This is an optimization exercise on Yosys and OpenROAD, whose aim is small area, a short achievable clock period and few clock cycles per item, not a production implementation. In this exercise RTL edits were held to simulation tests only and were not proved equivalent to the original.

==> v18 <==
## curve_cal
module curve_cal (
    input  wire        clk,
    input  wire        rst,
    input  wire        in_valid,
    output wire        in_ready,
    input  wire [15:0] in_raw_x,
    input  wire [15:0] in_raw_y,
    input  wire [31:0] in_hoff,
    input  wire [31:0] in_voff,
    input  wire [63:0] in_xscale,
    input  wire [63:0] in_yscale,
    output wire        out_valid,
    input  wire        out_ready,
    output wire [31:0] out_coord_x,
    output wire [31:0] out_coord_y,
    output wire [63:0] out_x,
    output wire [63:0] out_y
);
    localparam W2 = 140;     
    wire [31:0] cx_in, cy_in;
    wire        mbx_in, mby_in;
    cc_clamp u_cx (.raw(in_raw_x), .off(in_hoff), .coord(cx_in), .maybe_big(mbx_in));
    cc_clamp u_cy (.raw(in_raw_y), .off(in_voff), .coord(cy_in), .maybe_big(mby_in));
    reg         rdy_q;       
    reg         v1;
    reg         mb1;         
    reg  [31:0] cx1_q, cy1_q;
    reg  [63:0] xs1_q, ys1_q;
    reg         ph;          
    reg         v2;
    reg  [W2-1:0] s2x_q, s2y_q;
    reg         ov;
    reg  [191:0] o_q;        
    reg         qv;
    reg  [191:0] q_q;
    wire        bigx, bigy;
    wire        adv    = ~qv;                          
    wire        busy   = v1 & (bigx | bigy) & ~ph;     
    wire        en1    = adv & ~busy;                  
    wire        s1_free = ~v1 | en1;
    wire        take   = in_valid & rdy_q;
    wire        o_free = ~ov | out_ready;
    wire [W2-1:0] s2x_d, s2y_d;
    wire [63:0]   rx, ry;
    wire [191:0]  r = {s2x_q[139:108], s2y_q[139:108], rx, ry};
    cc_front u_fx (.clk(clk), .en(adv), .ph(ph), .coord(cx1_q), .scale(xs1_q), .big(bigx), .st(s2x_d));
    cc_front u_fy (.clk(clk), .en(adv), .ph(ph), .coord(cy1_q), .scale(ys1_q), .big(bigy), .st(s2y_d));
    cc_back  u_bx (.st(s2x_q), .res(rx));
    cc_back  u_by (.st(s2y_q), .res(ry));
    wire v1_n  = take | (v1 & ~en1);
    wire mb1_n = s1_free ? (mbx_in | mby_in) : mb1;
  ...
==> module curve_cal, before the edit <==
module curve_cal (
    input  wire        clk,
    input  wire        rst,
    input  wire        in_valid,
    output wire        in_ready,
    input  wire [15:0] in_raw_x,
    input  wire [15:0] in_raw_y,
    input  wire [31:0] in_hoff,
    input  wire [31:0] in_voff,
    input  wire [63:0] in_xscale,
    input  wire [63:0] in_yscale,
    output wire        out_valid,
    input  wire        out_ready,
    output wire [31:0] out_coord_x,
    output wire [31:0] out_coord_y,
    output wire [63:0] out_x,
    output wire [63:0] out_y
);
    localparam W2 = 140;     
    wire [31:0] cx_in, cy_in;
    wire        mbx_in, mby_in;
    cc_clamp u_cx (.raw(in_raw_x), .off(in_hoff), .coord(cx_in), .maybe_big(mbx_in));
    cc_clamp u_cy (.raw(in_raw_y), .off(in_voff), .coord(cy_in), .maybe_big(mby_in));
    reg         rdy_q;       
    reg         v1;
    reg         mb1;         
    reg  [31:0] cx1_q, cy1_q;
    reg  [63:0] xs1_q, ys1_q;
    reg         ph;          
    reg         v2;
    reg  [W2-1:0] s2x_q, s2y_q;
    reg         ov;
    reg  [191:0] o_q;        
    reg         qv;
    reg  [191:0] q_q;
    wire        bigx, bigy;
    wire        adv    = ~qv;                          
    wire        busy   = v1 & (bigx | bigy) & ~ph;     
    wire        en1    = adv & ~busy;                  
    wire        s1_free = ~v1 | en1;
    wire        take   = in_valid & rdy_q;
    wire        o_free = ~ov | out_ready;
    wire [W2-1:0] s2x_d, s2y_d;
    wire [63:0]   rx, ry;
    wire [191:0]  r = {s2x_q[139:108], s2y_q[139:108], rx, ry};
    cc_front u_fx (.clk(clk), .en(adv), .ph(ph), .coord(cx1_q), .scale(xs1_q), .big(bigx), .st(s2x_d));
    cc_front u_fy (.clk(clk), .en(adv), .ph(ph), .coord(cy1_q), .scale(ys1_q), .big(bigy), .st(s2y_d));
    cc_back  u_bx (.st(s2x_q), .res(rx));
    cc_back  u_by (.st(s2y_q), .res(ry));
    wire v1_n  = take | (v1 & ~en1);
    wire mb1_n = s1_free ? (mbx_in | mby_in) : mb1;
    wire ph_n  = adv ? busy : ph;
    wire qv_n  = ~o_free & (qv | v2);
    always @(posedge clk) begin
        if (rst) begin
            rdy_q <= 1'b1;
            v1    <= 1'b0;
            mb1   <= 1'b0;
            ph    <= 1'b0;
            v2    <= 1'b0;
            ov    <= 1'b0;
            qv    <= 1'b0;
        end else begin
            rdy_q <= ~v1_n | (~qv_n & ~(mb1_n & ~ph_n));
            v1    <= v1_n;
            mb1   <= mb1_n;
            ph    <= ph_n;
            if (adv) v2 <= v1 & ~busy;
            if (o_free) ov <= qv | (v2 & adv);
            qv    <= qv_n;
        end
    end
    always @(posedge clk) begin
        if (s1_free) begin
            cx1_q <= cx_in;
            cy1_q <= cy_in;
            xs1_q <= in_xscale;
            ys1_q <= in_yscale;
        end
        if (adv) begin
            s2x_q <= s2x_d;
            s2y_q <= s2y_d;
        end
        if (~qv) q_q <= r;
        if (o_free) o_q <= qv ? q_q : r;
    end
    assign in_ready    = rdy_q;
    assign out_valid   = ov;
    assign out_coord_x = o_q[191:160];
    assign out_coord_y = o_q[159:128];
    assign out_x       = o_q[127:64];
    assign out_y       = o_q[63:0];
endmodule
==> module cc_clamp, before the edit <==
module cc_clamp (
    input  wire [15:0] raw,
    input  wire [31:0] off,
    output wire [31:0] coord,
    output wire        maybe_big
);
    wire signed [33:0] diff = $signed({18'd0, raw}) - $signed({{2{off[31]}}, off});
    assign coord     = diff[33] ? 32'd0 : diff[31:0];
    assign maybe_big = off[31] & ~(&off[30:16]);
endmodule
==> module cc_front, before the edit <==
module cc_front (
    input  wire         clk,
    input  wire         en,
    input  wire         ph,
    input  wire [31:0]  coord,
    input  wire [63:0]  scale,
    output wire         big,
    output wire [139:0] st
);
    wire        sb = scale[63];
    wire [10:0] eb = scale[62:52];
    wire [51:0] fb = scale[51:0];
    wire        e_zero = (eb == 11'd0);
    wire        e_max  = (eb == 11'h7ff);
    wire        f_zero = (fb == 52'd0);
    wire [52:0] m      = {~e_zero, fb};
    wire [10:0] eb_eff = e_zero ? 11'd1 : eb;
    assign big = |coord[31:17];
    wire        hi = big & ~ph;
    reg  [67:0] acc_q;
    wire [16:0] op = hi ? {2'd0, coord[31:17]} : coord[16:0];
    wire [67:0] ad = (big & ph) ? acc_q : 68'd0;
    wire [84:0] p;
    cc_mul17 u_mul (.a(op), .m(m), .add(ad), .p(p));
    always @(posedge clk)
        if (en & hi) acc_q <= p[67:0];
    integer i;
    reg [4:0]  lc;
    reg [5:0]  lm;
    always @(*) begin
        lc = 5'd0;
        for (i = 0; i < 32; i = i + 1)
            if (coord[i]) lc = i[4:0];
        lm = 6'd0;
        for (i = 0; i < 53; i = i + 1)
            if (m[i]) lm = i[5:0];
    end
    wire [6:0]  sa   = 7'd83 - {2'd0, lc} - {1'b0, lm};
    wire [11:0] cap  = {1'b0, eb_eff} + 12'd31;
    wire        capd = (cap <= {5'd0, sa});
    wire [6:0]  s1   = capd ? cap[6:0] : sa;
    wire        more = ~capd;
    wire [11:0] ebase = capd ? 12'd0 : (cap - {5'd0, sa});
    wire c_zero = (coord == 32'd0);
    wire b_nan  = e_max & ~f_zero;
    wire b_inf  = e_max & f_zero;
    wire b_zero = e_zero & f_zero;
    wire [1:0] kind = (b_nan | (b_inf & c_zero)) ? 2'd3 :
                      b_inf                      ? 2'd2 :
                      (b_zero | c_zero)          ? 2'd1 : 2'd0;
    assign st = {coord, p, s1, more, ebase, sb, kind};
endmodule
==> flow/config.mk <==
export PLATFORM = sky130hd
export DESIGN_NAME = curve_cal
export DESIGN_NICKNAME = curve_cal
export VERILOG_FILES = /design/flow/design.v
export SDC_FILE = /design/flow/constraint.sdc
export NUM_CORES = 4
export LEC_CHECK = 0
export ABC_AREA = 1
export CAP_MARGIN = 20
export CORE_MARGIN = 2
export CORE_UTILIZATION = 40
export SLEW_MARGIN = 20
==> flow/constraint.sdc <==
create_clock -name core_clock -period 40.0 [get_ports {clk}]
set_input_delay 8.0000 -clock core_clock [delete_from_list [all_inputs] [get_ports {clk}]]
set_output_delay 8.0000 -clock core_clock [all_outputs]
set_load 0.01 [all_outputs]
run.sh (not shown) runs the stock make flow with config.mk's settings and CLKGATE_MAP_FILE= SYNTH_SCRIPT=/design/flow/synth_recipe.tcl, a recipe that flattens the netlist after the stock synthesis.
==> v28 (differences from v18) <==
--- a/flow/design.v
+++ b/flow/design.v
@@ -18,37 +18,40 @@
 );
-    localparam W2 = 140;     
-    wire [31:0] cx_in, cy_in;
-    wire        mbx_in, mby_in;
-    cc_clamp u_cx (.raw(in_raw_x), .off(in_hoff), .coord(cx_in), .maybe_big(mbx_in));
-    cc_clamp u_cy (.raw(in_raw_y), .off(in_voff), .coord(cy_in), .maybe_big(mby_in));
-    reg         rdy_q;       
-    reg         v1;
-    reg         mb1;         
-    reg  [31:0] cx1_q, cy1_q;
-    reg  [63:0] xs1_q, ys1_q;
-    reg         ph;          
-    reg         v2;
+    localparam W2 = 106;     
+    localparam W3 = 140;     
+    reg          rdy_q;      
+    reg          v1;
+    reg  [223:0] s1_q;       
+    reg          v2;
+    reg          ph;         
     reg  [W2-1:0] s2x_q, s2y_q;
-    reg         ov;
+    reg          v3;
+    reg  [W3-1:0] s3x_q, s3y_q;
+    reg          ov;
     reg  [191:0] o_q;        
-    reg         qv;
+    reg          qv;
     reg  [191:0] q_q;
-    wire        bigx, bigy;
-    wire        adv    = ~qv;                          
-    wire        busy   = v1 & (bigx | bigy) & ~ph;     
-    wire        en1    = adv & ~busy;                  
-    wire        s1_free = ~v1 | en1;
-    wire        take   = in_valid & rdy_q;
-    wire        o_free = ~ov | out_ready;
     wire [W2-1:0] s2x_d, s2y_d;
+    wire [W3-1:0] s3x_d, s3y_d;
     wire [63:0]   rx, ry;
-    wire [191:0]  r = {s2x_q[139:108], s2y_q[139:108], rx, ry};
-    cc_front u_fx (.clk(clk), .en(adv), .ph(ph), .coord(cx1_q), .scale(xs1_q), .big(bigx), .st(s2x_d));
-    cc_front u_fy (.clk(clk), .en(adv), .ph(ph), .coord(cy1_q), .scale(ys1_q), .big(bigy), .st(s2y_d));
-    cc_back  u_bx (.st(s2x_q), .res(rx));
-    cc_back  u_by (.st(s2y_q), .res(ry));
-    wire v1_n  = take | (v1 & ~en1);
-    wire mb1_n = s1_free ? (mbx_in | mby_in) : mb1;
-    wire ph_n  = adv ? busy : ph;
-    wire qv_n  = ~o_free & (qv | v2);
+    wire [191:0]  r = {s3x_q[139:108], s3y_q[139:108], rx, ry};
+    wire bigx = s2x_q[105 - 32];             
+    wire bigy = s2y_q[105 - 32];
+    wire adv    = ~qv;                       
+    wire busy   = v2 & (bigx | bigy) & ~ph;  
+    wire en2    = adv & ~busy;               
+    wire s1_free = ~v1 | en2;
+    wire take   = in_valid & rdy_q;
+    wire o_free = ~ov | out_ready;
+    cc_prep  u_px (.raw(s1_q[223:208]), .off(s1_q[191:160]), .scale(s1_q[127:64]), .st(s2x_d));
+    cc_prep  u_py (.raw(s1_q[207:192]), .off(s1_q[159:128]), .scale(s1_q[63:0]),   .st(s2y_d));
+    cc_mulst u_mx (.ph(ph), .s2(s2x_q), .acc(s3x_q[90:23]), .st(s3x_d));
+    cc_mulst u_my (.ph(ph), .s2(s2y_q), .acc(s3y_q[90:23]), .st(s3y_d));
+    cc_back  u_bx (.st(s3x_q), .res(rx));
+    cc_back  u_by (.st(s3y_q), .res(ry));
+    wire v1_n   = take | (v1 & ~en2);
+    wire v2_n   = en2 ? v1 : v2;
+    wire ph_n   = adv ? busy : ph;
+    wire big2_n = en2 ? (s2x_d[105 - 32] | s2y_d[105 - 32]) : (bigx | bigy);
+    wire qv_n   = ~o_free & (qv | v3);
+    wire busy_n = v2_n & big2_n & ~ph_n;
     always @(posedge clk) begin
@@ -57,5 +60,5 @@
             v1    <= 1'b0;
-            mb1   <= 1'b0;
-            ph    <= 1'b0;
             v2    <= 1'b0;
+            ph    <= 1'b0;
+            v3    <= 1'b0;
             ov    <= 1'b0;
@@ -63,8 +66,8 @@
         end else begin
-            rdy_q <= ~v1_n | (~qv_n & ~(mb1_n & ~ph_n));
+            rdy_q <= ~v1_n | (~qv_n & ~busy_n);
             v1    <= v1_n;
-            mb1   <= mb1_n;
+            v2    <= v2_n;
             ph    <= ph_n;
-            if (adv) v2 <= v1 & ~busy;
-            if (o_free) ov <= qv | (v2 & adv);
+            if (adv) v3 <= v2 & ~busy;
+            if (o_free) ov <= qv | (v3 & adv);
             qv    <= qv_n;
@@ -73,9 +76,4 @@
     always @(posedge clk) begin
-        if (s1_free) begin
-            cx1_q <= cx_in;
-            cy1_q <= cy_in;
-            xs1_q <= in_xscale;
-            ys1_q <= in_yscale;
-        end
-        if (adv) begin
+        if (s1_free) s1_q <= {in_raw_x, in_raw_y, in_hoff, in_voff, in_xscale, in_yscale};
+        if (en2) begin
             s2x_q <= s2x_d;
@@ -83,2 +81,6 @@
         end
+        if (adv) begin
+            s3x_q <= s3x_d;
+            s3y_q <= s3y_d;
+        end
         if (~qv) q_q <= r;
@@ -93,21 +95,11 @@
 endmodule
-module cc_clamp (
-    input  wire [15:0] raw,
-    input  wire [31:0] off,
-    output wire [31:0] coord,
-    output wire        maybe_big
-);
-    wire signed [33:0] diff = $signed({18'd0, raw}) - $signed({{2{off[31]}}, off});
-    assign coord     = diff[33] ? 32'd0 : diff[31:0];
-    assign maybe_big = off[31] & ~(&off[30:16]);
-endmodule
-module cc_front (
-    input  wire         clk,
-    input  wire         en,
-    input  wire         ph,
-    input  wire [31:0]  coord,
+module cc_prep (
+    input  wire [15:0]  raw,
+    input  wire [31:0]  off,
     input  wire [63:0]  scale,
-    output wire         big,
-    output wire [139:0] st
+    output wire [105:0] st
 );
+    wire signed [33:0] diff = $signed({18'd0, raw}) - $signed({{2{off[31]}}, off});
+    wire [31:0] coord = diff[33] ? 32'd0 : diff[31:0];
+    wire        big   = |coord[31:17];
     wire        sb = scale[63];
@@ -120,14 +112,38 @@
     wire [10:0] eb_eff = e_zero ? 11'd1 : eb;
-    assign big = |coord[31:17];
+    integer i;
+    reg [5:0] lm;
+    always @(*) begin
+        lm = 6'd0;
+        for (i = 0; i < 53; i = i + 1)
+            if (m[i]) lm = i[5:0];
+    end
+    wire c_zero = (coord == 32'd0);
+    wire b_nan  = e_max & ~f_zero;
+    wire b_inf  = e_max & f_zero;
+    wire b_zero = e_zero & f_zero;
+    wire [1:0] kind = (b_nan | (b_inf & c_zero)) ? 2'd3 :
+                      b_inf                      ? 2'd2 :
+                      (b_zero | c_zero)          ? 2'd1 : 2'd0;
+    assign st = {coord, big, m, lm, eb_eff, sb, kind};
+endmodule
+module cc_mulst (
+    input  wire         ph,
+    input  wire [105:0] s2,
+    input  wire [67:0]  acc,
+    output wire [139:0] st
+);
+    wire [31:0] coord  = s2[105:74];
+    wire        big    = s2[73];
+    wire [52:0] m      = s2[72:20];
+    wire [5:0]  lm     = s2[19:14];
+    wire [10:0] eb_eff = s2[13:3];
+    wire        sb     = s2[2];
+    wire [1:0]  kind   = s2[1:0];
     wire        hi = big & ~ph;
-    reg  [67:0] acc_q;
     wire [16:0] op = hi ? {2'd0, coord[31:17]} : coord[16:0];
-    wire [67:0] ad = (big & ph) ? acc_q : 68'd0;
+    wire [67:0] ad = (big & ph) ? acc : 68'd0;
     wire [84:0] p;
     cc_mul17 u_mul (.a(op), .m(m), .add(ad), .p(p));
-    always @(posedge clk)
-        if (en & hi) acc_q <= p[67:0];
     integer i;
-    reg [4:0]  lc;
-    reg [5:0]  lm;
+    reg [4:0] lc;
     always @(*) begin
@@ -136,5 +152,2 @@
             if (coord[i]) lc = i[4:0];
-        lm = 6'd0;
-        for (i = 0; i < 53; i = i + 1)
-            if (m[i]) lm = i[5:0];
     end
@@ -146,9 +159,2 @@
     wire [11:0] ebase = capd ? 12'd0 : (cap - {5'd0, sa});
-    wire c_zero = (coord == 32'd0);
-    wire b_nan  = e_max & ~f_zero;
-    wire b_inf  = e_max & f_zero;
-    wire b_zero = e_zero & f_zero;
-    wire [1:0] kind = (b_nan | (b_inf & c_zero)) ? 2'd3 :
-                      b_inf                      ? 2'd2 :
-                      (b_zero | c_zero)          ? 2'd1 : 2'd0;
     assign st = {coord, p, s1, more, ebase, sb, kind};
Settings changed: CORE_UTILIZATION 40 to 55, PLACE_DENSITY from default to 0.7.
==> v5 (differences from v18) <==
--- a/flow/design.v
+++ b/flow/design.v
@@ -20,5 +20,5 @@
     wire [31:0] cx_in, cy_in;
-    wire        mbx_in, mby_in;
-    cc_clamp u_cx (.raw(in_raw_x), .off(in_hoff), .coord(cx_in), .maybe_big(mbx_in));
-    cc_clamp u_cy (.raw(in_raw_y), .off(in_voff), .coord(cy_in), .maybe_big(mby_in));
+    wire        bx_in, by_in, mbx_in, mby_in;
+    cc_clamp u_cx (.raw(in_raw_x), .off(in_hoff), .coord(cx_in), .big(bx_in), .maybe_big(mbx_in));
+    cc_clamp u_cy (.raw(in_raw_y), .off(in_voff), .coord(cy_in), .big(by_in), .maybe_big(mby_in));
     reg         rdy_q;       
@@ -27,2 +27,3 @@
     reg  [31:0] cx1_q, cy1_q;
+    reg         bx1_q, by1_q;    
     reg  [63:0] xs1_q, ys1_q;
@@ -35,5 +36,4 @@
     reg  [191:0] q_q;
-    wire        bigx, bigy;
     wire        adv    = ~qv;                          
-    wire        busy   = v1 & (bigx | bigy) & ~ph;     
+    wire        busy   = v1 & (bx1_q | by1_q) & ~ph;   
     wire        en1    = adv & ~busy;                  
@@ -45,4 +45,4 @@
     wire [191:0]  r = {s2x_q[139:108], s2y_q[139:108], rx, ry};
-    cc_front u_fx (.clk(clk), .en(adv), .ph(ph), .coord(cx1_q), .scale(xs1_q), .big(bigx), .st(s2x_d));
-    cc_front u_fy (.clk(clk), .en(adv), .ph(ph), .coord(cy1_q), .scale(ys1_q), .big(bigy), .st(s2y_d));
+    cc_front u_fx (.ph(ph), .coord(cx1_q), .big(bx1_q), .scale(xs1_q), .acc(s2x_q[90:23]), .st(s2x_d));
+    cc_front u_fy (.ph(ph), .coord(cy1_q), .big(by1_q), .scale(ys1_q), .acc(s2y_q[90:23]), .st(s2y_d));
     cc_back  u_bx (.st(s2x_q), .res(rx));
@@ -76,2 +76,4 @@
             cy1_q <= cy_in;
+            bx1_q <= bx_in;
+            by1_q <= by_in;
             xs1_q <= in_xscale;
@@ -97,6 +99,14 @@
     output wire [31:0] coord,
+    output wire        big,
     output wire        maybe_big
 );
-    wire signed [33:0] diff = $signed({18'd0, raw}) - $signed({{2{off[31]}}, off});
-    assign coord     = diff[33] ? 32'd0 : diff[31:0];
+    wire [16:0] lo  = {1'b0, raw} + {1'b0, ~off[15:0]} + 17'd1;
+    wire        c16 = lo[16];                  
+    wire [15:0] h0  = ~off[31:16];
+    wire [15:0] h1  = ~off[31:16] + 16'd1;
+    wire        neg = ~off[31] & ((|off[30:16]) | ~c16);
+    wire [15:0] h   = c16 ? h1 : h0;
+    wire        hb  = c16 ? (|h1[15:1]) : (|h0[15:1]);
+    assign coord     = neg ? 32'd0 : {h, lo[15:0]};
+    assign big       = ~neg & hb;
     assign maybe_big = off[31] & ~(&off[30:16]);
@@ -104,8 +114,7 @@
 module cc_front (
-    input  wire         clk,
-    input  wire         en,
     input  wire         ph,
     input  wire [31:0]  coord,
+    input  wire         big,
     input  wire [63:0]  scale,
-    output wire         big,
+    input  wire [67:0]  acc,
     output wire [139:0] st
@@ -120,11 +129,7 @@
     wire [10:0] eb_eff = e_zero ? 11'd1 : eb;
-    assign big = |coord[31:17];
     wire        hi = big & ~ph;
-    reg  [67:0] acc_q;
     wire [16:0] op = hi ? {2'd0, coord[31:17]} : coord[16:0];
-    wire [67:0] ad = (big & ph) ? acc_q : 68'd0;
+    wire [67:0] ad = (big & ph) ? acc : 68'd0;
     wire [84:0] p;
     cc_mul17 u_mul (.a(op), .m(m), .add(ad), .p(p));
-    always @(posedge clk)
-        if (en & hi) acc_q <= p[67:0];
     integer i;
==> qor summary <==
| item | v5 | v18 | v28 |
|---|---|---|---|
| Met3 routed wirelength | 36500 µm | 37000 µm | 38900 µm |
| Routed wire length | 365000 µm | 361000 µm | 355000 µm |
| Slew at the pin closest to its max-slew limit | 1.22 ns | 1.22 ns | 1.22 ns |
| Via count of the first global-routing pass | 88000 | 84000 | 89100 |
| Drt wl/cell | 23.6 µm | 22.7 µm | 23.3 µm |
| Critical path capture point | cy1_q[14] | cx1_q[19] | s3y_q[101] |
| Startpoint of the worst setup timing path | in_voff[2] | in_raw_x[0] | ph |
| TritonCTS sink count | 865 | 999 | 1107 |
| Portion of the post-synthesis area used by sequential elements | 0.247 | 0.277 | 0.298 |
| Synthesized area | 0.0970 mm² | 0.101 mm² | 0.105 mm² |
| Half-perimeter wire length of the detailed placement result | 274000 µm | 271000 µm | 266000 µm |
| Result of the run | complete, no violations | complete, no violations | complete, no violations |
| Proportion of layout cells with a drive suffix above 1 | 0.0430 | 0.0490 | 0.0422 |
| Cells after synthesis | 12200 | 12400 | 12600 |
| Post-synthesis to final-layout area growth | 10.4% | 11.0% | 9.17% |
| Mux share of post-synthesis cell area | 0.0252 | 0.0192 | 0.0227 |
| Setup WS post-layout | 28.19 ns | 26.95 ns | 29.04 ns |
| Horizontal die dimension | 496 µm | 507 µm | 440 µm |
| Parity-gate share of the synthesized area counting xor and xnor cells | 0.102 | 0.0962 | 0.0935 |
Testbench counts of v18, summed over its fixed seeds: cycles 2,072, items 2,048.
Testbench counts of v28, summed over its fixed seeds: cycles 2,080, items 2,048.
Testbench counts of v5, summed over its fixed seeds: cycles 2,072, items 2,048.

[re-timing with driven ports]
Ports are ideal in the flow. The routed layouts listed here were re-timed in OpenROAD.
Step 1 (the two cells are an assumption about what drives the block):
set clk [get_ports {clk}]
set_driving_cell -lib_cell sky130_fd_sc_hd__clkbuf_16 $clk
set_driving_cell -lib_cell sky130_fd_sc_hd__buf_2 [delete_from_list [all_inputs] $clk]
Step 2 adds t to the input delays and takes it off the output delays; t is the mean of the earliest and latest rising clock arrival at the registers after step 1. Input paths then give back, and output paths get back, about the clock's delay inside the block.
a / b / c = ideal / step 1 / step 2; a / b = the first two.
run | shift t [ns] | setup slack, ns | worst slew at a driven data input, ns
v18 | 0.867 | 26.948 / 27.007 / 26.139 | 0.27
v28 | 0.889 | 29.039 / 29.039 / 28.998 | 0.08
v5 | 0.867 | 28.188 / 28.263 / 27.396 | 0.14
After both steps every run listed still meets setup and hold. The setup slack of v18, which loses most, moves by +0.059 ns with the drivers and by -0.809 ns with both steps.
